From an optimization exercise on the open Yosys and OpenROAD flow, aimed at small area, a short achievable clock period and few clock cycles; shortcuts taken in it are not production practice. RTL that was checked went through simulation tests only; none was proved equivalent to the original.

## b62_core
module b62_core (
    input  wire         clk,
    input  wire         rst,       
    input  wire         start,     
    input  wire         dec,       
    input  wire [1:0]   sel,       
    input  wire [5:0]   len,       
    input  wire [343:0] din,
    output reg          ready,
    output reg          done,
    output reg  [1:0]   err,       
    output reg  [5:0]   err_idx,   
    output reg  [5:0]   out_len,
    output wire [343:0] dout
);
Size: about 680 flip-flops, roughly 720 I/O pins, ~49000 µm² of cells after synthesis.
clock: 5.5 ns
lec_check: 0
abc_area: 1
cap_margin: 20
core_margin: 2
core_utilization: 55
setup_slack_margin: 2.75
slew_margin: 20
standard.sh (not shown) runs the stock make flow with config.mk's settings and CLKGATE_MAP_FILE= SYNTH_SCRIPT=/design/flow/synth_recipe.tcl, a recipe that flattens the netlist after the stock synthesis.
==> flow/flow/run.sh <==
#!/bin/bash
# The standard layout, with one change: the port buffers that global
# placement inserts on every input and output are sky130_fd_sc_hd__buf_1
# cells instead of the flow's default pick (clkdlybuf4s50_1, a delay cell).
# standard.sh's full output goes to standard.log in the work folder.
set -o pipefail
export BUFFER_PORTS_ARGS="-buffer_cell sky130_fd_sc_hd__buf_1"
bash standard.sh > standard.log 2>&1
The first run completed without violations.
Testbench counts at the start, summed over its fixed seeds: cycles 404,470.
Then changed:
--- a/flow/design.v
+++ b/flow/design.v
@@ -23,28 +23,31 @@
     localparam I_EMAP = 2;    
     localparam I_DMAP = 3;    
     localparam I_HALF = 4;    
     localparam I_CLR  = 5;    
     localparam I_ALGN = 6;    
     localparam [383:0] DIGITS_T = 384'h00000000000000000000000000000000000000000000002baa99e69638a17de75b6995d65534913ce34b2891c6143080;
     localparam [383:0] BYTES_T = 384'h00000000000000000000000000000081f78075c6c06996005d65405134804503c038d3002ca2402071801440c0081000;
     function [7:0] alpha;
         input [1:0] s;
         input [5:0] d;
-        reg   [7:0] k;
+        reg         lt10, lt26, lt36, lt52;
         begin
+            lt10 = d < 6'd10;
+            lt26 = d < 6'd26;
+            lt36 = d < 6'd36;
+            lt52 = d < 6'd52;
             case (s)
-                2'd1:    k = (d < 6'd26) ? 8'h41 : (d < 6'd52) ? 8'h47 : 8'hFC;
-                2'd2:    k = (d < 6'd10) ? 8'h30 : (d < 6'd36) ? 8'h57 : 8'h1D;
-                default: k = (d < 6'd10) ? 8'h30 : (d < 6'd36) ? 8'h37 : 8'h3D;
+                2'd1:    alpha = lt26 ? {2'b00, d} + 8'h41 : lt52 ? {2'b00, d} + 8'h47 : {2'b00, d} - 8'h04;
+                2'd2:    alpha = lt10 ? {2'b00, d} + 8'h30 : lt36 ? {2'b00, d} + 8'h57 : {2'b00, d} + 8'h1D;
+                default: alpha = lt10 ? {2'b00, d} + 8'h30 : lt36 ? {2'b00, d} + 8'h37 : {2'b00, d} + 8'h3D;
             endcase
-            alpha = k + {2'b00, d};
         end
     endfunction
     function [6:0] sym;
         input [1:0] s;
         input [7:0] c;
         reg         isd, isu, isl;
         reg   [5:0] k;
         reg   [4:0] o;
         begin
             isd = (c[7:4] == 4'h3) && (c[3:0] <= 4'd9);
- routed wire length increases by about 1.1%
- utilization increases by 0.43 points
- global-route usage decreases by 1.5 points
- critical path depth stays the same
- final cell count increases by 0.82%
- via count is about the same
- synthesized cell count decreases by about 0.53%
- final area increases by about 4.4%
Testbench counts after the change, summed over its fixed seeds: cycles 404,470.

## run a
Another version of the RTL of b62_core (not shown whole).
export LEC_CHECK = 0
export CAP_MARGIN = 20
export CORE_MARGIN = 2
export CORE_UTILIZATION = 40
export SLEW_MARGIN = 20
create_clock -name core_clock -period 5.5 [get_ports {clk}]
run.sh (not shown) runs the stock make flow with config.mk's settings and CLKGATE_MAP_FILE= SYNTH_SCRIPT=/design/flow/synth_recipe.tcl, a recipe that flattens the netlist after the stock synthesis.
Stock flow here: none of the scripts above is used.
Run a never completed, since it errored out during synthesis.
### run a -> run b
diff --git a/flow/design.v b/flow/design.v
--- a/flow/design.v
+++ b/flow/design.v
@@ -8,17 +8,17 @@
     input  wire [343:0] din,
     output reg          ready,
     output reg          done,
     output reg  [1:0]   err,       
     output reg  [5:0]   err_idx,   
     output reg  [5:0]   out_len,
     output wire [343:0] dout
 );
-    localparam NB = 4;             
+    localparam NB = 2;             
     localparam ERR_NONE  = 2'd0;
     localparam ERR_ALPHA = 2'd1;
     localparam ERR_FRAME = 2'd2;
     localparam ERR_OVF   = 2'd3;
     localparam S_IDLE = 3'd0;
     localparam S_ENC  = 3'd1;    
     localparam S_EMAP = 3'd2;    
     localparam S_DMAP = 3'd3;    
### Flow results
- FAIL run b @ synthesis: tool exited with error
Function was not checked in any run of this note: the RTL went through the layout flow alone.

separate check: timing with driven ports:
The results above use ideal ports. As a check the final layouts listed here were re-extracted and re-timed, cells and wires unchanged.
Step 1 sets driving cells, clkbuf_16 on the clock port and buf_2 on the other inputs (assumed; they add their load-dependent delay and slew).
Step 2 adds t to the input delays and takes it off the output delays; t is the mean of the earliest and latest rising clock arrival at the registers after step 1. Input paths then give back, and output paths get back, about the clock's delay inside the block.
Slacks: no drivers / after step 1 / after step 2; pairs: no drivers / after step 1.
run	t (ns)	setup slack, ns	hold slack, ns	worst data-port slew with drivers (ns)
the first run of note 1	0.764	2.679 / 2.599 / 2.691	0.474 / 0.474 / 0.474	0.14
the second run of note 1	0.754	2.723 / 2.650 / 2.741	0.514 / 0.514 / 0.514	0.20
After both steps every run listed still meets setup and hold.
